Source: an optimization exercise on an open RTL-to-GDS flow (aim: small area). Production flows keep margins and buffers that such runs may drop.
Only simulation tests tie the RTL to the original design; equivalence was not proved.
Power and IR drop assume default switching activity.

## flow/config.mk

```make
export PLATFORM = sky130hd
export DESIGN_NAME = bbtx
export DESIGN_NICKNAME = bbtx
export VERILOG_FILES = /design/flow/design.v
export SDC_FILE = /design/flow/constraint.sdc
export NUM_CORES = 4
export LEC_CHECK = 0
export CAP_MARGIN = 20
export CORE_MARGIN = 2
export CORE_UTILIZATION = 70
export PLACE_DENSITY = 0.8
export SLEW_MARGIN = 20
```

## flow/constraint.sdc

```tcl
create_clock -name core_clock -period 15.625 [get_ports {clk}]
set_input_delay 3.1250 -clock core_clock [delete_from_list [all_inputs] [get_ports {clk}]]
set_output_delay 3.1250 -clock core_clock [all_outputs]
set_load 0.01 [all_outputs]
```

## flow/design.v

```verilog
module bbtx (
    input  wire        clk,
    input  wire        rst,
    input  wire        cmd_valid,
    input  wire [39:0] cmd_word,
    output wire        cmd_ready,
    output reg         resp_valid,
    output reg         resp_err,
    output reg  [31:0] resp_data,
    input  wire        preempt,
    input  wire        miso,
    output reg         sck,
    output reg         mosi,
    output reg         sel,
    output reg         txd,
    output reg         irq_mask,
    output wire        busy
);
    reg [31:0] cnt;
    reg        inited;
    reg        yx;
    reg        dly;      
    reg        md;       
    wire [32:0] y = {yx, resp_data};
    wire [7:0]  opc = cmd_word[39:32];
    wire [31:0] f   = cmd_word[31:0];
    wire op_init  = (opc == 8'h01);
    wire op_now   = (opc == 8'h02) && (f == 32'd0);
    wire op_elap  = (opc == 8'h03);
    wire op_us    = (opc == 8'h10);
    wire op_ms    = (opc == 8'h11);
    wire op_wait  = (opc == 8'h20);
    wire op_xfer  = (opc == 8'h30) && (f[31:8] == 24'd0);
    wire op_send  = (opc == 8'h40) && (f[31:8] == 24'd0);
    wire op_pin   = (opc[7:1] == 7'h28) && (f[31:2] == 30'd0);
    wire legal    = op_init | op_now | op_elap | op_us | op_ms | op_wait |
                    op_xfer | op_send | op_pin;
    wire us_hang  = (f[31:26] != 6'd0);         
    wire ms_hang  = (f >= 32'd67109);           
    wire busy_w   = dly | irq_mask;
    assign busy      = busy_w;
    assign cmd_ready = ~busy_w & ~preempt & ~rst;
    wire acc      = cmd_valid & ~busy_w & ~preempt;
    wire stall    = preempt & ~irq_mask;
    wire [31:0] cnt_inc;
    wire [32:0] ic;
    assign ic[0] = 1'b1;
    genvar gj;
    generate
        for (gj = 0; gj < 32; gj = gj + 1) begin : g_inc
            assign cnt_inc[gj] = cnt[gj] ^ ic[gj];
            assign ic[gj+1]    = cnt[gj] & ic[gj];
        end
    endgenerate
    wire [31:0] d;
    wire [32:0] dc;
    assign dc[0] = 1'b1;
    genvar gi;
    generate
        for (gi = 0; gi < 32; gi = gi + 1) begin : g_sub
            assign d[gi]    = cnt[gi] ^ ~f[gi] ^ dc[gi];
            assign dc[gi+1] = (cnt[gi] & ~f[gi]) | (dc[gi] & (cnt[gi] | ~f[gi]));
        end
    endgenerate
    wire        sat  = &y[32:1];
    wire        c8   = irq_mask | (~sat & (&y[7:0]));
    wire [7:0]  ylo;
    wire [24:0] yhi;
    wire [33:0] yc;
    assign yc[0] = ~(irq_mask | sat);
    assign yc[8] = c8;
    generate
        for (gj = 0; gj < 33; gj = gj + 1) begin : g_yinc
            if (gj < 8) begin : g_lo
                assign ylo[gj] = y[gj] ^ yc[gj];
                if (gj < 7) begin : g_c
                    assign yc[gj+1] = y[gj] & yc[gj];
                end
            end else begin : g_hi
                assign yhi[gj-8] = y[gj] ^ yc[gj];
                assign yc[gj+1]  = y[gj] & yc[gj];
            end
        end
    endgenerate
    wire ovf      = &y[20:8];                  
    wire ms_ovf   = &y[15:0];
    wire sh_send  = irq_mask & ~md;
    wire sh_xfer  = irq_mask & md;
    wire send_ev  = sh_send & ovf;
    wire send_end = sh_send & (&y[25:8]);
    wire x_rise   = sh_xfer & ovf & y[21];
    wire x_fall   = sh_xfer & ovf & ~y[21];
    wire x_mos    = sh_xfer & (&y[20:9]) & ~y[8] & y[21];
    wire x_end    = x_mos & (&y[25:22]);
    wire d_hang   = md & resp_err;
    wire d_wait   = ~md & resp_err;
    wire d_ok     = d_wait ? ~yhi[23] : sat;
    wire d_end    = dly & ~d_hang & ~stall & d_ok;
    reg [32:0] yn;
    always @* begin
        yn = {yhi, ylo};
        if (dly & md & ms_ovf)
            yn[10:9] = 2'b11;                          
        if (send_ev)
            yn[20:8] = yn[20:8] | 13'd1526;            
        if (x_rise)
            yn[20:8] = yn[20:8] | 13'd7552;            
        if (x_fall)
            yn[20:8] = yn[20:8] | 13'd7551;            
        if (send_ev)
            yn[7:0] = {1'b1, y[7:1]};
        if (x_mos)
            yn[7:1] = y[6:0];
        if (x_fall)
            yn[0] = miso;
        if (d_end | send_end)
            yn = 33'd0;
        if (x_end)
            yn = {25'd0, y[7:0]};
        if (acc) begin
            if (op_now | op_elap | op_wait)
                yn = {1'b0, d};
            else if (op_us)
                yn = {1'b1, ~f[25:0], 6'h3f};
            else if (op_ms)
                yn = {~f[16:0], 16'hffff};
            else if (op_xfer)
                yn = {7'd0, 5'd15, 13'd8190, f[7:0]};
            else if (op_send)
                yn = {7'd0, 5'd22, 13'd1526, f[7:0]};
            else
                yn = 33'd0;
        end
    end
    always @(posedge clk) begin
        cnt <= (acc & op_init & ~inited) ? f : cnt_inc;
        {yx, resp_data} <= yn;
        if (acc)
            md <= op_ms | op_xfer | (op_us & us_hang);
        if (rst) begin
            inited     <= 1'b0;
            dly        <= 1'b0;
            irq_mask   <= 1'b0;
            resp_valid <= 1'b0;
            sel        <= 1'b1;
            sck        <= 1'b0;
            txd        <= 1'b1;
            mosi       <= 1'b0;
        end else begin
            resp_valid <= d_end | send_end | x_end;
            if (d_end) begin
                dly      <= 1'b0;
                resp_err <= 1'b0;
            end
            if (send_end | x_end)
                irq_mask <= 1'b0;
            if (x_end)
                sel <= 1'b1;
            if (send_ev & ~send_end)
                txd <= y[0];
            if (x_mos & ~x_end)
                mosi <= y[7];
            if (x_rise)
                sck <= 1'b1;
            if (x_fall)
                sck <= 1'b0;
            if (acc) begin
                resp_err <= ~legal | op_wait | (op_us & us_hang) | (op_ms & ms_hang);
                if (op_init)
                    inited <= 1'b1;
                if (op_us | op_ms | op_wait)
                    dly <= 1'b1;
                if (op_init | op_now | op_elap | op_pin | ~legal)
                    resp_valid <= 1'b1;
                if (op_xfer | op_send)
                    irq_mask <= 1'b1;
                if (op_xfer)
                    sel <= 1'b0;
                if (op_send)
                    txd <= 1'b0;
                if (op_pin) begin
                    case (f[1:0])
                        2'd0: sck  <= ~opc[0];
                        2'd1: mosi <= ~opc[0];
                        2'd2: sel  <= ~opc[0];
                        2'd3: txd  <= ~opc[0];
                    endcase
                end
            end
        end
    end
endmodule
```

## flow/flow/run.sh

```bash
#!/bin/bash
# Layout flow: the standard flow (standard.sh) with two changes:
#  - synthesis maps logic with ABC's area-oriented default script and with
#    full adders but not half adders extracted (everything else as
#    synth_recipe.tcl);
#  - port buffers use sky130_fd_sc_hd__buf_1.
set -euo pipefail
here=$PWD
# synthesis script: synth_recipe.tcl with the ABC call and adder extraction
# overridden before ORFS's synth.tcl is sourced
{
  head -n 1 synth_recipe.tcl
  sed "s|@ABC_SCRIPT@|$here/flow/area.abc|" flow/abc_override.tcl
  tail -n +2 synth_recipe.tcl
} > area_synth.tcl
bash standard.sh SYNTH_SCRIPT="$here/area_synth.tcl" \
  BUFFER_PORTS_ARGS="-buffer_cell sky130_fd_sc_hd__buf_1" finish > standard_flow.log 2>&1
```

## flow/flow/abc_override.tcl

```tcl
# Map with an area-oriented ABC script, without the delay target and
# constraints; extract full adders only (no half adders).
proc abc {args} {
  set out {}
  set skip 0
  foreach a $args {
    if {$skip} { set skip 0; continue }
    if {$a eq "-script" || $a eq "-D" || $a eq "-constr"} { set skip 1; continue }
    lappend out $a
  }
  lappend out -script @ABC_SCRIPT@
  puts "abc override: $out"
  yosys abc {*}$out
}
proc extract_fa {args} { puts "extract_fa: full adders only"; yosys extract_fa -fa }
```

## flow/flow/area.abc

```
strash
&get -n
&fraig -x
&put
scorr
dc2
dretime
strash
&get -n
&dch -f
&nf -R 1000
&put
```

## flow/standard.sh

```bash
#!/bin/bash
# synth_recipe.tcl (not shown) runs the flow's synth.tcl, then flattens the netlist and writes it again
# the make line also repeats each setting of config.mk as NAME=value (left out here)
make -C /OpenROAD-flow-scripts/flow DESIGN_CONFIG=/design/flow/config.mk WORK_HOME=/design/flow/orfs CLKGATE_MAP_FILE= SYNTH_SCRIPT=/design/flow/synth_recipe.tcl "${@:-finish}"
```

==> summary.md, run 1 <==
| Metric | Value |
|---|---|
| Status | finished clean |
| Overall power | 0.551 mW |
| Total wire length | 15400 um |
| HP Start | inited |
| Syn Std Cell Area | 5030 um^2 |
| ANT cells | 0 |
| Static Leak | 1.98 nW |
| Filler Cells Inserted | 451 |
| Crit path kind | in2reg |
| Dpl ws | -0.129 ns |
| Rows | 30 |
| Final Hold Fails | 0 |
| Top cells by area, synth | dfxtp_1 26%, fa_1 12%, nor2_1 6.3% |
| Die Ht | 88.8 um |
| Hold Buf Count CTS | 0 |
| Clk_skew | 0.00904 ns |
| I/O Pins | 86 |
| First-pass GRT wire length | 24300 um |
| Unrepaired setup endpoints after global routing | false |
| Post-Synthesis Cells | 629 |
| Delay-heaviest family, CP | adder cells |
| Final Max Slew Viols | 0 |
| Sw Pwr | 0.190 mW |
| Max Fclk | 65.8 MHz |
| Worst setup margin | 0.422 ns |
| DPL Wire Length | 11200 um |
| Clock Tree Buf Depth | 2 |
| FF+latch count, synth | 75 |
| Critical Path Fanout Max | 2 |
| Vias per cell | 6.67 |
| GRT Overall Usage | 40.5% |
| TritonRoute pass-1 iters | 5 |
| Starting Density | 73.3% |
| Final Cycle Share | 97.3% |
| Critical path endpoint category | register |
| Worst reg2reg path depth | 37 |
| GPL Wtd Cong | 0.957 |
| Seq pwr share | 45.5% |
| Area grow syn2layout | 14.3% |
| Worst hold endpoint | inited |
| EDFF count, synth | 10 |
| DRT iter0 DRCs | 634 |
| Synth top cells by count | 85 x nor2_1, 69 x nand2_1, 65 x dfxtp_1 |
| Mapped Nets | 704 |
| CP Buf/Inv Count | 3 |
| Worst r2r dst | resp_data[31] |
| Synth Flop Type | dfxtp_1 |
| Min-Delay Path Class | reg2reg |
| Worst skew pair latency | 0.36 ns |
| Most used cell, CP | fa_1 |
| Layout cells sized above 1 | 4.07% |
| Worst setup SP type | primary input |
| Final Setup Violations | 0 |
| Final net count | 807 |
| Final instance area | 5750 um^2 |
| CTS root buffer | clkbuf_8 |
| WHS | 0.510 ns |
| # H-tree levels | 3 |
| Most numerous cell in the Yosys netlist | nor2_1 |
| Num CTS Buffers | 9 |
| Max-Cap Viols | 0 |
| Core Region | 6870 um^2 |
| Post-CTS Setup Bufs | 0 |
| DRC | 0 |
| Crit-path slowest cell | fa_1 |
| Final min period | 15.20 ns |
| Worst Max-Slew Pin Slew | 0.900 ns |
| R2R Path Start | cnt[0] |
| R2R setup slack | 2.82 ns |
| Die Width | 88.8 um |
| Share of the synthesized area in the top cell type | 25.9% |
| Worst path arrival time | 15.42 ns |
| Area after DPL | 5530 um^2 |
| Overflow after GRT | 0 |
| Slew HR | 40.0% |
| Sw Share | 34.4% |
| Worst IR drop on VDD | 0.0000871 V |
| Total negative slack | 0 ns |
| Hold Crit Depth | 2 |
| Cell variety after synth | 45 |
| Combinational fraction of design power | 26.0% |
| Clock power share | 28.5% |
| Avg Inst Size Synth | 8.00 um^2 |
| Int Pwr | 0.361 mW |
| Clk pin slew, worst setup/hold paths | 0.09 ns |
| Synth warn | 1 |
| Port Buf Inserts | 85 |
| Sequential-to-total area share from yosys stat | 31.8% |
| # clock sinks | 75 |
| Total Die Area | 7890 um^2 |
| DR vias | 5560 |
| CTS tree | done |
| Async SR Flop Fraction | 0% |
| Initial antenna violation count | 0 |
| DRT antenna net count | 0 |
| WP data required | 15.85 ns |
| DR WL/cell | 18.5 um |
| Cell Pwr Density | 95.7 nW/um^2 |
| Largest net degree at the start of global routing | 63 |
| Largest area contributor in the netlist | dfxtp_1 |
| CP max stage delay | 0.41 ns |
| Vias in the first global route | 4788 |
## repair_timing
item,in CTS,in global routing
gates resized for setup,0,6
hold endpoints to repair,0,0
setup endpoints to repair,0,2
## stage by stage
step	utilization, %	instances
after floorplan	-	629
after global placement	80.5	817
after detailed placement	80.5	817
after CTS	83.5	833
after global routing	83.7	833
final	83.7	833
## state kept, by name, indices dropped and copies added (netlist names)
name,count
yx,1
cnt,32
sel,1
txd,1
irq_mask,1
inited,1
md,1
resp_err,1
dly,1
resp_valid,1
sck,1
mosi,1
resp_data,32
## power groups by stage
| stage | clock network, mW | registers [mW] | logic (mW) |
|---|---|---|---|
| finish | 0.157 | 0.250 | 0.143 |
| global route | 0.162 | 0.254 | 0.163 |
| CTS | 0.154 | 0.249 | 0.140 |
| detailed placement | 0 | 0.254 | 0.137 |
| global placement | 0 | 0.251 | 0.130 |
| floorplan | 0 | 0.250 | 0.0937 |
## cell type report
class	instances	area, um^2	area share [%]
Timing Repair Buffer	92	372	6.46
Clock inverter	4	30.0	0.522
Sequential cell	75	1600	27.8
Inverter	43	161	2.81
Clock buffer	12	176	3.07
Multi-Input combinational cell	511	3290	57.2
Tap cell	96	120	2.09
## per-layer routing
| metal | up-vias | share of wire [%] | global-route usage (%) |
|---|---|---|---|
| met5 | - | 0 | 0 |
| met3 | 66 | 12 | 8.58 |
| met2 | 457 | 46 | 64.5 |
| met4 | 0 | 3.1 | 12.8 |
| met1 | 2551 | 39 | 55.7 |
| li1 | 2486 | - | - |
## worst reg2reg max path: cells and delay by family, from the launching register on
family / cells / cell delay, ns
compound gates: 2 / 0.30
xor+xnor: 1 / 0.16
fa+ha+maj: 30 / 11.41
buf+inv: 2 / 0.16
flops: 1 / 0.48
simple gates: 2 / 0.16
## worst max path at each step
stage | startpoint | endpoint | slack, ns | cells past startpoint
floorplan | cmd_word[0] | resp_data[31] | 0.54 | 37
global placement | cmd_word[0] | resp_data[31] | 0.12 | 38
detailed placement | cmd_word[0] | resp_data[31] | -0.13 | 38
CTS | cmd_word[0] | resp_data[31] | 0.22 | 38
global route | cmd_word[0] | resp_data[31] | 0.04 | 38
finish | cmd_word[0] | resp_data[31] | 0.42 | 38
## cells by family after synthesis
group                    after synthesis  synth area share, %
XOR/XNOR                              38                 6.61
buffers and inverters                 43                 3.21
adder cells (fa/ha/maj)               30                 11.9
multiplexers                           4                0.870
AND/OR/NAND/NOR                      267                 24.9
AO/OA/AOI/OAI                        172                 20.7
flip-flops                            75                 31.8
## placed cells by master, fill, tap and decap left out, drive strengths merged, types with 3 or more instances in the layout
| cell | instances |
|---|---|
| and4 | 3 |
| buf | 92 |
| clkbuf | 12 |
| mux2 | 3 |
| and3 | 11 |
| o22ai | 32 |
| nor3 | 28 |
| nor2b | 3 |
| nor4 | 9 |
| and2 | 4 |
| o21ai | 42 |
| or2 | 8 |
| a31oi | 9 |
| fa | 30 |
| edfxtp | 10 |
| dfxtp | 65 |
| nor2 | 85 |
| or3 | 3 |
| xnor2 | 32 |
| a21oi | 46 |
| o211ai | 8 |
| o31ai | 9 |
| clkinv | 45 |
| nand3 | 16 |
| or4 | 3 |
| nand2b | 6 |
| xor2 | 6 |
| nand2 | 69 |
| nand4 | 12 |
| nor3b | 3 |
| a211oi | 7 |
==> run 2: changes to the inputs <==
==> flow/flow/run.sh (replaced) <==
#!/bin/bash
# Layout flow: the standard flow (standard.sh) with two changes:
#  - synthesis maps logic with ABC's area-oriented default script and with
#    full adders but not half adders extracted (everything else as
#    synth_recipe.tcl);
#  - port buffers use sky130_fd_sc_hd__buf_1;
#  - clock tree built from sky130_fd_sc_hd__clkbuf_8 without dummy loads.
set -euo pipefail
here=$PWD
# synthesis script: synth_recipe.tcl with the ABC call and adder extraction
# overridden before ORFS's synth.tcl is sourced
{
  head -n 1 synth_recipe.tcl
  sed "s|@ABC_SCRIPT@|$here/flow/area.abc|" flow/abc_override.tcl
  tail -n +2 synth_recipe.tcl
} > area_synth.tcl
bash standard.sh SYNTH_SCRIPT="$here/area_synth.tcl" \
  BUFFER_PORTS_ARGS="-buffer_cell sky130_fd_sc_hd__buf_1" \
  CTS_ARGS="-sink_clustering_enable -repair_clock_nets -dont_use_dummy_load -buf_list sky130_fd_sc_hd__clkbuf_8" \
  finish > standard_flow.log 2>&1
==> summary.md, run 2 <==
| Metric | Value |
|---|---|
| Final instance area | 5670 um^2 (-1.4%) |
| Min-Delay Path Class | reg2reg |
| Area after DPL | 5530 um^2 (unchanged) |
| Most used cell, CP | fa_1 |
| Final min period | 15.24 ns (+0.0416 ns) |
| Overall power | 0.511 mW (-7.2%) |
| Mapped Nets | 704 (unchanged) |
| Crit-path slowest cell | fa_1 |
| Status | finished clean |
| Worst hold endpoint | inited |
| Final net count | 807 (unchanged) |
| Synth warn | 1 (unchanged) |
| Area grow syn2layout | 12.6% |
| # H-tree levels | 3 (unchanged) |
| Worst IR drop on VDD | 0.0000860 V (-1.2%) |
| ANT cells | 0 (unchanged) |
| Cell Pwr Density | 90.1 nW/um^2 (-5.9%) |
| Synth Flop Type | dfxtp_1 |
| Syn Std Cell Area | 5030 um^2 (unchanged) |
| Die Ht | 88.8 um (unchanged) |
| Critical Path Fanout Max | 2 (unchanged) |
| Delay-heaviest family, CP | adder cells |
| Final Max Slew Viols | 0 (unchanged) |
| Worst Max-Slew Pin Slew | 0.895 ns (-0.00480 ns) |
| Worst setup SP type | primary input |
| Top cells by area, synth | dfxtp_1 26%, fa_1 12%, nor2_1 6.3% |
| CP Buf/Inv Count | 3 (unchanged) |
| R2R Path Start | cnt[0] |
| DRT antenna net count | 0 (unchanged) |
| Clock Tree Buf Depth | 2 (unchanged) |
| Worst skew pair latency | 0.36 ns (about the same) |
| Most numerous cell in the Yosys netlist | nor2_1 |
| Area share of and/or/nand/nor cells after synthesis | 24.9% (unchanged) |
| Total Die Area | 7890 um^2 (unchanged) |
| DR vias | 5428 (-2.4%) |
| First-pass GRT wire length | 23800 um (-2.2%) |
| Num CTS Buffers | 9 (unchanged) |
| Hold Crit Depth | 2 (unchanged) |
| Multiplexer area fraction after synthesis | 0.870% (unchanged) |
| Worst r2r dst | resp_data[31] |
| Worst reg2reg path depth | 37 (unchanged) |
| CTS tree | done |
| Static Leak | 1.94 nW (-2.0%) |
| GRT Overall Usage | 39.6% (-0.95 points) |
| Unrepaired setup endpoints after global routing | false |
| DPL Wire Length | 11200 um (unchanged) |
| Clk_skew | 0.0231 ns (+0.0140 ns) |
| HP Start | inited |
| Layout cells sized above 1 | 3.15% (-0.92 points) |
| Starting Density | 73.3% (unchanged) |
| CP max stage delay | 0.41 ns (about the same) |
| Largest area contributor in the netlist | dfxtp_1 |
| Worst setup margin | 0.380 ns (-0.0416 ns) |
| R2R setup slack | 2.78 ns (-0.04 ns) |
| Initial antenna violation count | 0 (unchanged) |
| Sequential-to-total area share from yosys stat | 31.8% (unchanged) |
| TritonRoute pass-1 iters | 5 (unchanged) |
| Avg Inst Size Synth | 8.00 um^2 (unchanged) |
| Critical path endpoint category | register |
| Max Fclk | 65.6 MHz (-0.27%) |
| Post-CTS sizing | 0 (unchanged) |
| Hold Buf Count CTS | 0 (unchanged) |
| GPL Wtd Cong | 0.957 (unchanged) |
| Clk pin slew, worst setup/hold paths | 0.08 ns (about the same) |
| Port Buf Inserts | 85 (unchanged) |
| I/O Pins | 86 (unchanged) |
| Final Cycle Share | 97.6% (+0.27 points) |
| Vias per cell | 6.57 (-1.5%) |
| Post-layout util | 82.5% (-1.2 points) |
| Max-Cap Viols | 0 (unchanged) |
| # clock sinks | 75 (unchanged) |
| Post-Synthesis Cells | 629 (unchanged) |
| Core Region | 6870 um^2 (unchanged) |
| Post-CTS Setup Bufs | 0 (unchanged) |
| Cell variety after synth | 45 (unchanged) |
| Rows | 30 (unchanged) |
| Synth top cells by count | 85 x nor2_1, 69 x nand2_1, 65 x dfxtp_1 |
| Worst path arrival time | 15.45 ns (+0.03 ns) |
| Largest family of logic cells by synthesized area | simple AND/OR/NAND/NOR gates |
| DRC | 0 (unchanged) |
| Post-synthesis adder-cell area fraction | 11.9% (unchanged) |
| CTS root buffer | clkbuf_8 |
| Commonest cells after routing, fill and taps aside | 85 x nor2_1, 85 x buf_1, 69 x nand2_1 |
| Synth Area in XOR/XNOR | 6.61% (unchanged) |
| Share of the synthesized area in the top cell type | 25.9% (unchanged) |
| Largest net degree at the start of global routing | 63 (unchanged) |
| WP data required | 15.83 ns (-0.02 ns) |
| Final Hold Fails | 0 (unchanged) |
| FF+latch count, synth | 75 (unchanged) |
| EDFF count, synth | 10 (unchanged) |
| Final Setup Violations | 0 (unchanged) |
| Die Width | 88.8 um (unchanged) |
| Overflow after GRT | 0 (unchanged) |
| DR WL/cell | 18.3 um (-0.71%) |
| Crit path kind | in2reg |
| Async SR Flop Fraction | 0% (unchanged) |
| Total wire length | 15100 um (-1.5%) |
| Synth Area in Compound Gates | 20.7% (unchanged) |
| Slew HR | 40.3% (+0.32 points) |
| Vias in the first global route | 4706 (-1.7%) |
| DRT iter0 DRCs | 613 (-3.3%) |
| Dpl ws | -0.129 ns (unchanged) |
run 2: cell count changes in the layout (fill, tap and decap cells not counted), sizes merged:
| cell | previous run | this run |
|---|---|---|
| inv | 1 | 0 |
| clkinv | 45 | 43 |
| clkinvlp | 1 | 0 |
| clkbuf | 12 | 9 |
run 2: worst reg2reg max path: cells and delay by family, from the launching register on:
kind,cells,cell delay [ns]
AO/OA/AOI/OAI,2,0.29
XOR/XNOR,1,0.16
buffers and inverters,2,0.16
flip-flops,1,0.49
AND/OR/NAND/NOR,2,0.16
adder cells (fa/ha/maj),30,11.43
run 2: layout make-up:
cell class	count	area (um^2)
flip-flops and latches	75	1600
inverters	43	161
repair buffers	92	372
fillers	471	1200
well taps	96	120
multi-input cells	511	3290
clock buffers	9	124
run 2: worst max path at each step:
| stage | slack (ns) | endpoint | from | cells past startpoint |
|---|---|---|---|---|
| finish | 0.38 | resp_data[31] | cmd_word[0] | 38 |
| global route | 0.04 | resp_data[31] | cmd_word[0] | 38 |
| CTS | 0.21 | resp_data[31] | cmd_word[0] | 38 |
| detailed placement | -0.13 | resp_data[31] | cmd_word[0] | 38 |
| global placement | 0.12 | resp_data[31] | cmd_word[0] | 38 |
| floorplan | 0.54 | resp_data[31] | cmd_word[0] | 37 |
run 2: power breakdown:
group          switching (mW)  internal, mW
registers              0.0278         0.223
logic                  0.0808        0.0615
clock network          0.0666        0.0515
total                   0.175         0.336
run 2: logic make-up (layout without fill, tap and decap cells):
logic type      Yosys count  in the layout
simple gates            267            267
flops                    75             75
compound gates          172            172
fa+ha+maj                30             30
xor+xnor                 38             38
buf+inv                  43            144
mux                       4              4
run 2: metal layers:
metal  share of wire, %  global-route usage, %  up-vias
met5                  0                      0        -
met4                2.6                   13.6        0
met3                 12                   8.30       53
met2                 46                   62.5      432
met1                 39                   54.4     2466
li1                   -                      -     2477
run 2: metrics by stage:
step,hold slack [ns],TNS (ns),std cells
2_1_floorplan,0.442,0,629
3_3_place_gp,0.477,0,817
3_5_place_dp,0.494,-0.143,817
4_1_cts,0.511,0,826
5_1_grt,0.549,0,826
6_report,0.508,0,826
==> run 3: changes to the inputs <==
--- a/flow/design.v
+++ b/flow/design.v
@@ -109,14 +109,14 @@
             yn[20:8] = yn[20:8] | 13'd7551;            
         if (send_ev)
             yn[7:0] = {1'b1, y[7:1]};
-        if (x_mos)
+        if (x_mos & ~x_end)
             yn[7:1] = y[6:0];
         if (x_fall)
             yn[0] = miso;
         if (d_end | send_end)
-            yn = 33'd0;
+            yn[31:0] = 32'd0;
         if (x_end)
-            yn = {25'd0, y[7:0]};
+            yn[31:8] = 24'd0;
         if (acc) begin
             if (op_now | op_elap | op_wait)
                 yn = {1'b0, d};
==> summary.md, run 3 <==
| Metric | Value |
|---|---|
| Post-CTS Setup Bufs | 0 (unchanged) |
| FF+latch count, synth | 75 (unchanged) |
| Hold Buf Count CTS | 0 (unchanged) |
| Total wire length | 15300 um (+0.94%) |
| Max-Cap Viols | 0 (unchanged) |
| R2R Path Start | cnt[0] |
| Cell variety after synth | 48 (+6.7%) |
| Rows | 30 (unchanged) |
| # clock sinks | 75 (unchanged) |
| First-pass GRT wire length | 24600 um (+3.2%) |
| Combinational fraction of design power | 28.8% (+0.9 points) |
| Vias in the first global route | 4960 (+5.4%) |
| Initial antenna violation count | 0 (unchanged) |
| Mapped Nets | 712 (+1.1%) |
| Worst path arrival time | 15.34 ns (-0.11 ns) |
| Synth top cells by count | 82 x nor2_1, 75 x nand2_1, 73 x dfxtp_1 |
| Sequential-to-total area share from yosys stat | 30.6% (-1.3 points) |
| Num CTS Buffers | 9 (unchanged) |
| WP data required | 15.85 ns (+0.02 ns) |
| Post-CTS sizing | 0 (unchanged) |
| Share of the synthesized area in the top cell type | 29.4% (+3.5 points) |
| Synth warn | 1 (unchanged) |
| Post-Synthesis Cells | 637 (+1.3%) |
| Final Max Slew Viols | 0 (unchanged) |
| Critical path endpoint category | register |
| Worst r2r dst | resp_data[31] |
| DPL Wire Length | 11400 um (+1.7%) |
| Worst reg2reg path depth | 37 (unchanged) |
| Critical Path Start | cmd_word[0] |
| Clk_skew | 0.0268 ns (+0.00372 ns) |
| Sw Share | 34.9% (+0.59 points) |
| Syn Std Cell Area | 4980 um^2 (-1.1%) |
| Vias per cell | 6.62 (+0.76%) |
| Clock Tree Buf Depth | 2 (unchanged) |
| TritonRoute pass-1 iters | 6 (+1) |
| Final min period | 15.11 ns (-0.136 ns) |
| Top cells by area, synth | dfxtp_1 29%, fa_1 12%, nor2_1 6.2% |
| Die Width | 88.3 um (-0.52%) |
| # H-tree levels | 3 (unchanged) |
| GPL Wtd Cong | 0.980 (+2.4%) |
| Crit-path slowest cell | fa_1 |
| Die Ht | 88.3 um (-0.52%) |
| Layout Cells excl Fill | 832 (+0.73%) |
| Final net count | 813 (+0.74%) |
| Area grow syn2layout | 12.2% |
| Most used cell, CP | fa_1 |
| Seq pwr share | 47.9% (-1.1 points) |
| I/O Pins | 86 (unchanged) |
| Max Fclk | 66.2 MHz (+0.90%) |
| Overflow after GRT | 0 (unchanged) |
| Worst Max-Slew Pin Slew | 0.974 ns (+0.0781 ns) |
| EDFF count, synth | 2 (-8) |
| DR WL/cell | 18.4 um (+0.21%) |
| Cell Pwr Density | 91.1 nW/um^2 (+1.1%) |
| CTS tree | done |
| Static Leak | 1.95 nW (+0.70%) |
| GRT Overall Usage | 40.9% (+1.4 points) |
| CTS root buffer | clkbuf_8 |
| Layout cells sized above 1 | 2.04% (-1.1 points) |
| Most common cell after layout, fill and taps aside | buf_1 |
| DRT iter0 DRCs | 646 (+5.4%) |
| CP max stage delay | 0.43 ns (+0.02 ns) |
| DR vias | 5509 (+1.5%) |
| Final Hold Fails | 0 (unchanged) |
| Core Region | 6830 um^2 (-0.55%) |
| Crit path kind | in2reg |
| Unrepaired setup endpoints after global routing | false |
| Worst IR drop on VDD | 0.0000830 V (-3.4%) |
| R2R setup slack | 2.99 ns (+0.21 ns) |
| Final Cycle Share | 96.7% (-0.87 points) |
| WHS | 0.510 ns (+0.00193 ns) |
| Total Die Area | 7800 um^2 (-1.0%) |
| Synth Flop Type | dfxtp_1 |
| Largest net degree at the start of global routing | 64 (+1.6%) |
| Total negative slack | 0 ns (unchanged) |
| Overall power | 0.509 mW (-0.44%) |
| CP endpoint | resp_data[31] |
| Int Pwr | 0.331 mW (-1.3%) |
| Clk pin slew, worst setup/hold paths | 0.09 ns (about the same) |
| Most numerous cell in the Yosys netlist | nor2_1 |
| Critical Path Fanout Max | 4 (+2) |
| Min-Delay Path Class | reg2reg |
| Async SR Flop Fraction | 0% (unchanged) |
| Avg Inst Size Synth | 7.82 um^2 (-2.3%) |
| Slew HR | 34.9% (-5.4 points) |
| DRT antenna net count | 0 (unchanged) |
| Worst setup SP type | primary input |
| Worst skew pair latency | 0.37 ns (about the same) |
| Port Buf Inserts | 85 (unchanged) |
| Clock power share | 23.2% (about the same) |
| Status | finished clean |
| Largest area contributor in the netlist | dfxtp_1 |
| DRC | 0 (unchanged) |
| Placed cell count | 823 (+0.73%) |
| Starting Density | 72.9% (-0.40 points) |
| Sw Pwr | 0.177 mW (+1.3%) |
| ANT cells | 0 (unchanged) |
| Final Setup Violations | 0 (unchanged) |
| Commonest cells after routing, fill and taps aside | 85 x buf_1, 82 x nor2_1, 75 x nand2_1 |
run 3: per-layer routing:
layer	GRT usage (%)	part of all wire (%)	vias up
li1	-	-	2505
met1	55.8	40	2541
met2	66.0	46	408
met3	7.93	12	55
met4	13.6	2.9	0
met5	0	0	-
run 3: kinds of logic after synthesis:
logic type               Yosys count  share of synthesized area (%)
flip-flops                        75                           30.6
XOR/XNOR                          32                           5.63
adder cells (fa/ha/maj)           30                           12.1
buffers and inverters             41                           3.09
AO/OA/AOI/OAI                    193                           23.7
AND/OR/NAND/NOR                  264                           24.5
multiplexers                       2                          0.427
run 3: power by group through the flow:
stage | sequential [mW] | combinational (mW) | clock, mW
finish | 0.244 | 0.147 | 0.118
floorplan | 0.246 | 0.0945 | 0
global route | 0.247 | 0.166 | 0.124
global placement | 0.245 | 0.136 | 0
CTS | 0.243 | 0.144 | 0.117
detailed placement | 0.247 | 0.144 | 0
run 3: layout make-up:
type                            count  area, um^2
Clock buffer                        9         124
Fill cell                         467        1250
Inverter                           41         154
Multi-Input combinational cell    521        3310
Sequential cell                    75        1520
Tap cell                           96         120
Timing Repair Buffer               90         357
run 3: worst min path at each step:
stage | startpoint | end | slack [ns] | cells after the start
final | inited | inited | 0.51 | 2
after global routing | cnt[27] | cnt[27] | 0.57 | 2
after CTS | inited | inited | 0.51 | 2
after detailed placement | inited | inited | 0.50 | 2
after global placement | inited | inited | 0.48 | 2
after floorplan | inited | inited | 0.44 | 2
run 3: critical path: cells and delay by family:
kind                       cells  cell delay (ns)
adders and majority gates     30            11.31
xor gates and xnor gates       2             0.27
buffers and inverters          3             0.25
AOI/OAI and AO/OA              2             0.25
and+or+nand+nor                2             0.11
run 3: per-stage QoR:
| stage | setup WS [ns] | utilization [%] | cell area [um^2] |
|---|---|---|---|
| 3_3_place_gp | 0.478 | 79.9 | 5460 |
| 3_5_place_dp | 0.332 | 79.9 | 5460 |
| 6_report | 0.516 | 81.7 | 5580 |
| 5_1_grt | 0.0991 | 81.7 | 5580 |
| 2_1_floorplan | 0.918 | - | 4980 |
| 4_1_cts | 0.638 | 81.7 | 5580 |
==> run 4: changes to the inputs <==
--- a/flow/config.mk
+++ b/flow/config.mk
@@ -5,8 +5,9 @@
 export SDC_FILE = /design/flow/constraint.sdc
 export NUM_CORES = 4
 export LEC_CHECK = 0
-export CAP_MARGIN = 20
+export CAP_MARGIN = 0
 export CORE_MARGIN = 2
 export CORE_UTILIZATION = 70
+export GPL_TIMING_DRIVEN = 0
 export PLACE_DENSITY = 0.8
-export SLEW_MARGIN = 20
+export SLEW_MARGIN = 0
==> summary.md, run 4 <==
| Metric | Value |
|---|---|
| Cell Pwr Density | 91.1 nW/um^2 (about the same) |
| First-pass GRT wire length | 22900 um (-6.7%) |
| Min-Delay Path Class | reg2reg |
| Post-Synthesis Cells | 637 (unchanged) |
| # clock sinks | 75 (unchanged) |
| Port Buf Inserts | 85 (unchanged) |
| Top cells by area, synth | dfxtp_1 29%, fa_1 12%, nor2_1 6.2% |
| Vias per cell | 6.47 (-2.3%) |
| Die Ht | 88.3 um (unchanged) |
| Commonest cells after routing, fill and taps aside | 83 x buf_1, 82 x nor2_1, 74 x nand2_1 |
| TritonRoute pass-1 iters | 5 (-1) |
| Synth top cells by count | 82 x nor2_1, 75 x nand2_1, 73 x dfxtp_1 |
| Worst IR drop on VDD | 0.0000786 V (-5.4%) |
| Syn Std Cell Area | 4980 um^2 (unchanged) |
| WP data required | 15.87 ns (+0.02 ns) |
| Crit path kind | in2reg |
| Cell variety after synth | 48 (unchanged) |
| DRC | 0 (unchanged) |
| Sw Pwr | 0.177 mW (-0.27%) |
| Die Width | 88.3 um (unchanged) |
| Most used cell, CP | fa_1 |
| Critical Path Start | cmd_word[0] |
| Clk_skew | 0.0276 ns (+0.000815 ns) |
| Final net count | 811 (-0.25%) |
| Crit-path slowest cell | fa_1 |
| I/O Pins | 86 (unchanged) |
| EDFF count, synth | 2 (unchanged) |
| Hold Buf Count CTS | 0 (unchanged) |
| Synth warn | 1 (unchanged) |
| DRT antenna net count | 0 (unchanged) |
| CTS tree | done |
| Sw Share | 34.8% (-0.13 points) |
| GRT Overall Usage | 38.3% (-2.6 points) |
| Starting Density | 72.9% (unchanged) |
| Worst path arrival time | 15.43 ns (+0.09 ns) |
| Total Die Area | 7800 um^2 (unchanged) |
| Final Hold Fails | 0 (unchanged) |
| Slew HR | 30.0% (-4.9 points) |
| Critical path endpoint category | register |
| Share of the synthesized area in the top cell type | 29.4% (unchanged) |
| Max Fclk | 65.9 MHz (-0.51%) |
| Static Leak | 1.95 nW (about the same) |
| Int Pwr | 0.332 mW (+0.28%) |
| Async SR Flop Fraction | 0% (unchanged) |
| Filler Cells Inserted | 493 (+5.6%) |
| Total wire length | 14600 um (-4.4%) |
| Final Max Slew Viols | 0 (unchanged) |
| Unrepaired setup endpoints after global routing | false |
| Post-CTS Setup Bufs | 0 (unchanged) |
| Vias in the first global route | 4803 (-3.2%) |
| Largest area contributor in the netlist | dfxtp_1 |
| CTS root buffer | clkbuf_8 |
| Total negative slack | 0 ns (unchanged) |
| Largest net degree at the start of global routing | 51 (-20%) |
| Max-Cap Viols | 0 (unchanged) |
| Layout Cells excl Fill | 830 (-0.24%) |
| Status | finished clean |
| CP max stage delay | 0.41 ns (-0.02 ns) |
| Seq pwr share | 47.9% (about the same) |
| FF+latch count, synth | 75 (unchanged) |
| DR WL/cell | 17.6 um (-4.2%) |
| Critical Path Fanout Max | 11 (+7) |
| Final Setup Violations | 0 (unchanged) |
| DR vias | 5368 (-2.6%) |
| ANT cells | 0 (unchanged) |
| Placed cell count | 821 (-0.24%) |
| Synth Flop Type | dfxtp_1 |
| Clock Tree Buf Depth | 2 (unchanged) |
| CP Buf/Inv Count | 3 (unchanged) |
| HP Start | inited |
| Most common cell after layout, fill and taps aside | buf_1 |
| Final Cycle Share | 97.2% (+0.49 points) |
| Most numerous cell in the Yosys netlist | nor2_1 |
| WHS | 0.506 ns (-0.00433 ns) |
| DPL Wire Length | 10800 um (-5.3%) |
| Num CTS Buffers | 9 (unchanged) |
| Combinational fraction of design power | 28.7% (about the same) |
| # H-tree levels | 3 (unchanged) |
| Final min period | 15.19 ns (+0.0767 ns) |
| Delay-heaviest family, CP | adder cells |
| Mapped Nets | 712 (unchanged) |
| R2R Path Start | cnt[0] |
| Initial antenna violation count | 0 (unchanged) |
| Clock power share | 23.4% (+0.2 points) |
| Clk pin slew, worst setup/hold paths | 0.09 ns (about the same) |
| Worst skew pair latency | 0.38 ns (about the same) |
| Core Region | 6830 um^2 (unchanged) |
| DRT iter0 DRCs | 587 (-9.1%) |
| Worst Max-Slew Pin Slew | 1.05 ns (+0.0761 ns) |
| Avg Inst Size Synth | 7.82 um^2 (unchanged) |
| Rows | 30 (unchanged) |
| Worst setup SP type | primary input |
| Sequential-to-total area share from yosys stat | 30.6% (unchanged) |
| Post-CTS sizing | 0 (unchanged) |
| Layout cells sized above 1 | 2.32% (+0.28 points) |
| Overflow after GRT | 0 (unchanged) |
| GPL Wtd Cong | 1.01 (+2.6%) |
| Area grow syn2layout | 12.2% (about the same) |
run 4: kinds of logic (layout without fill, tap and decap cells):
| kind of cell | Yosys count | count (layout) | synth area share, % |
|---|---|---|---|
| buffers and inverters | 41 | 138 | 3.09 |
| adders and majority gates | 30 | 30 | 12.1 |
| DFF | 75 | 75 | 30.6 |
| xor gates and xnor gates | 32 | 32 | 5.63 |
| muxes | 2 | 2 | 0.427 |
| and+or+nand+nor | 264 | 264 | 24.5 |
| AOI/OAI and AO/OA | 193 | 193 | 23.7 |
run 4: final timing paths:
kind,endpoint,slack [ns],cells past startpoint
worst min-delay path,inited,0.51,2
worst max register to register,resp_data[31],3.03,37
worst min register to register,inited,0.51,2
worst max-delay path,resp_data[31],0.44,39
run 4: worst register-to-register path: cells and delay by family (launching register included):
family / cells / cell delay (ns)
compound gates: 2 / 0.28
buf+inv: 1 / 0.06
flops: 1 / 0.45
xor+xnor: 2 / 0.30
simple gates: 2 / 0.16
fa+ha+maj: 30 / 11.24
run 4: area by class of cell:
cell class | count | area [um^2] | area share [%]
Sequential cell | 75 | 1520 | 27.2
Tap cell | 96 | 120 | 2.15
Inverter | 41 | 154 | 2.75
Timing Repair Buffer | 88 | 355 | 6.36
Multi-Input combinational cell | 521 | 3310 | 59.3
Clock buffer | 9 | 124 | 2.22
run 4: through the flow:
step	util (%)	instance area [um^2]	worst slack, ns	power (mW)
final	81.8	5590	0.439	0.509
after global routing	81.8	5590	0.0364	0.536
after CTS	81.7	5580	0.312	0.504
after detailed placement	79.9	5460	-0.0347	0.389
after global placement	79.3	5420	0.0915	0.382
after floorplan	-	4980	0.918	0.341
run 4: power by group through the flow:
stage          clock, mW  combinational, mW  sequential, mW
2_1_floorplan          0             0.0945           0.246
3_3_place_gp           0              0.136           0.246
3_5_place_dp           0              0.143           0.247
4_1_cts            0.118              0.144           0.243
5_1_grt            0.125              0.164           0.247
6_report           0.119              0.146           0.244
run 4: metal layers:
layer	wire [um]	GRT usage, %
met1	5970	52.8
met2	6500	58.2
met3	1630	9.89
met4	510	15.2
met5	0	0
==> run 5: changes to the inputs <==
==> flow/flow/area.abc (replaced) <==
strash
&get -n
&fraig -x
&put
scorr
dc2
dretime
strash
&get -n
&dch -f
&nf -R 1000
&put
strash
&get -n
&dch -f
&nf -R 1000
&put
==> summary.md, run 5 <==
| Metric | Value |
|---|---|
| Status | finished clean |
| Layout cells sized above 1 | 2.19% (-0.13 points) |
| FF+latch count, synth | 75 (unchanged) |
| Core Region | 6830 um^2 (unchanged) |
| Total Die Area | 7810 um^2 (about the same) |
| Die Width | 88.4 um (about the same) |
| Overall power | 0.483 mW (-5.1%) |
| Total negative slack | 0 ns (unchanged) |
| WP data required | 15.83 ns (-0.04 ns) |
| CP max stage delay | 0.42 ns (about the same) |
| Clock Tree Buf Depth | 2 (unchanged) |
| Most common cell after layout, fill and taps aside | nor2_1 |
| CTS tree | done |
| Clk_skew | 0.0335 ns (+0.00590 ns) |
| Cell variety after synth | 44 (-8.3%) |
| Max Fclk | 65.7 MHz (-0.19%) |
| Worst reg2reg path depth | 37 (unchanged) |
| EDFF count, synth | 2 (unchanged) |
| Sequential-to-total area share from yosys stat | 30.5% (about the same) |
| DRC | 0 (unchanged) |
| R2R setup slack | 2.97 ns (-0.06 ns) |
| Crit-path slowest cell | fa_1 |
| Avg Inst Size Synth | 7.83 um^2 (+0.23%) |
| Vias in the first global route | 4883 (+1.7%) |
| Crit path kind | in2reg |
| Starting Density | 72.9% (about the same) |
| Port Buf Inserts | 85 (unchanged) |
| Overflow after GRT | 0 (unchanged) |
| Critical Path Start | cmd_word[0] |
| # H-tree levels | 3 (unchanged) |
| Initial antenna violation count | 0 (unchanged) |
| Num CTS Buffers | 9 (unchanged) |
| Die Ht | 88.4 um (about the same) |
| GRT Overall Usage | 40.2% (+1.8 points) |
| # clock sinks | 75 (unchanged) |
| DPL Wire Length | 11200 um (+4.0%) |
| HP Start | cnt[8] |
| Share of the synthesized area in the top cell type | 29.3% (about the same) |
| Total wire length | 15200 um (+3.8%) |
| DR vias | 5524 (+2.9%) |
| Worst Max-Slew Pin Slew | 1.25 ns (+0.197 ns) |
| Post-Synthesis Cells | 636 (-0.16%) |
| Synth Flop Type | dfxtp_1 |
| Largest area contributor in the netlist | dfxtp_1 |
| Top cells by area, synth | dfxtp_1 29%, fa_1 12%, a21oi_1 7.1% |
| Critical Path Fanout Max | 12 (+1) |
| Static Leak | 1.89 nW (-3.0%) |
| Async SR Flop Fraction | 0% (unchanged) |
| Synth warn | 1 (unchanged) |
| Worst hold endpoint | cnt[8] |
| Final net count | 809 (-0.25%) |
| Min-Delay Path Class | reg2reg |
| Cell Pwr Density | 86.4 nW/um^2 (-5.1%) |
| Most used cell, CP | fa_1 |
| Mapped Nets | 711 (-0.14%) |
| Worst IR drop on VDD | 0.0000776 V (-1.2%) |
| Vias per cell | 6.67 (+3.2%) |
| CTS root buffer | clkbuf_8 |
| Most numerous cell in the Yosys netlist | nor2_1 |
| TritonRoute pass-1 iters | 6 (+1) |
| Area grow syn2layout | 12.2% (about the same) |
| Final Max Slew Viols | 0 (unchanged) |
| DRT iter0 DRCs | 741 (+26%) |
| Worst r2r dst | resp_data[31] |
| DR WL/cell | 18.3 um (+4.1%) |
| Final Hold Fails | 0 (unchanged) |
| Unrepaired setup endpoints after global routing | false |
| GPL Wtd Cong | 0.983 (-2.2%) |
| Largest net degree at the start of global routing | 34 (-33%) |
| Critical path endpoint category | register |
| First-pass GRT wire length | 24000 um (+4.6%) |
| Final Setup Violations | 0 (unchanged) |
| Synth top cells by count | 92 x nor2_1, 73 x dfxtp_1, 71 x a21oi_1 |
| Slew HR | 16.0% (-14 points) |
| Commonest cells after routing, fill and taps aside | 92 x nor2_1, 84 x buf_1, 73 x dfxtp_1 |
| Max-Cap Viols | 0 (unchanged) |
| Worst setup SP type | primary input |
| I/O Pins | 86 (unchanged) |
| R2R Path Start | cnt[0] |
| Worst skew pair latency | 0.37 ns (about the same) |
| Post-CTS Setup Bufs | 0 (unchanged) |
| Final min period | 15.21 ns (+0.0289 ns) |
| Rows | 30 (unchanged) |
| Clk pin slew, worst setup/hold paths | 0.07 ns (-0.02 ns) |
| ANT cells | 0 (unchanged) |
| Final Cycle Share | 97.4% (+0.18 points) |
| Worst path arrival time | 15.42 ns (about the same) |
| DRT antenna net count | 0 (unchanged) |
| Hold Crit Depth | 2 (unchanged) |
| Syn Std Cell Area | 4980 um^2 (about the same) |
-- run 5: cell count changes in the layout (fill, tap and decap cells not counted), moves of 4 or more --
cell / delta
a21o_1: +5
a21oi_1: +21
a22o_1: -5
a41oi_1: -4
nand2_1: -16
nor2_1: +10
o21a_1: +4
o21ai_0: -23
o221ai_1: +4
-- run 5: area by class of cell --
cell class              instances  area (um^2)
clock buffers                   9          124
fillers                       499         1240
inverters                      40          150
multi-input cells             521         3330
flip-flops and latches         75         1520
well taps                      96          120
repair buffers                 87          347
-- run 5: cell families after synthesis --
kind of cell,Yosys count,synth area share (%)
AOI/OAI and AO/OA,188,22.6
DFF,75,30.5
and+or+nand+nor,269,25.8
muxes,1,0.201
adders and majority gates,30,12.1
buffers and inverters,40,3.01
xor gates and xnor gates,33,5.80
-- run 5: how the worst max path moves through the flow --
| stage | endpoint | slack, ns | depth (start not counted) |
|---|---|---|---|
| 6_report | resp_data[31] | 0.41 | 38 |
| 5_1_grt | resp_data[31] | 0.03 | 38 |
| 4_1_cts | resp_data[31] | 0.36 | 38 |
| 3_5_place_dp | resp_data[31] | 0.03 | 38 |
| 3_3_place_gp | resp_data[31] | 0.08 | 38 |
| 2_1_floorplan | resp_data[31] | 0.91 | 37 |
-- run 5: power breakdown --
part           total, mW  leakage, nW  internal, mW  switching, mW
clock network      0.118       0.0647        0.0515         0.0663
logic              0.129         1.21        0.0551         0.0737
registers          0.236        0.615         0.213         0.0234
-- run 5: critical path, delay by kind of cell --
family / cells / cell delay (ns)
AOI/OAI and AO/OA: 2 / 0.34
xor gates and xnor gates: 2 / 0.27
adders and majority gates: 30 / 11.20
buffers and inverters: 2 / 0.25
and+or+nand+nor: 2 / 0.23
-- run 5: repair_timing --
item | 4_1_cts | 5_1_grt
endpoints found under the setup margin | 0 | 1
hold buffers | 0 | 0
gates resized for setup | 0 | 4
-- run 5: through the flow --
step                hold WS [ns]  setup WS [ns]  utilization, %  cell area (um^2)  instances
floorplan                  0.480          0.907               -              4980        636
global placement           0.491         0.0782            79.4              5420        817
detailed placement         0.514         0.0267            79.9              5460        819
CTS                        0.523          0.360            81.7              5580        828
global route               0.559         0.0300            81.8              5590        828
finish                     0.533          0.410            81.8              5590        828
-- run 5: routing by layer --
layer / wire length [um] / track usage [%] / part of all wire [%]
met5: 0 / 0 / 0
met4: 473 / 13.9 / 3.1
met3: 2020 / 10.1 / 13
met2: 6780 / 61.6 / 45
met1: 5900 / 55.8 / 39

static timing again, ports no longer ideal:
Ports are ideal in the flow. The routed layouts listed here were re-timed in OpenROAD.
Step 1: set_driving_cell puts a clkbuf_16 on clk and a buf_2 on each other input, an assumption about the parent block.
Step 2 adds t to the input delays and takes it off the output delays; t is the mean of the earliest and latest rising clock arrival at the registers after step 1. Input paths then give back, and output paths get back, about the clock's delay inside the block.
Slacks: no drivers / after step 1 / after step 2; pairs: no drivers / after step 1.
run | t, ns | setup slack, ns | worst slew at a driven data input, ns
run 1 | 0.389 | 0.422 / 0.434 / 0.046 | 0.05
run 2 | 0.379 | 0.380 / 0.392 / 0.014 | 0.05
run 3 | 0.387 | 0.516 / 0.524 / 0.137 | 0.04
run 4 | 0.398 | 0.439 / 0.446 / 0.047 | 0.04
run 5 | 0.386 | 0.410 / 0.421 / 0.036 | 0.04
After both steps every run listed still meets setup and hold. For run 4, which loses most, drivers alone change the setup slack by +0.007 ns; drivers and shift together by -0.392 ns.
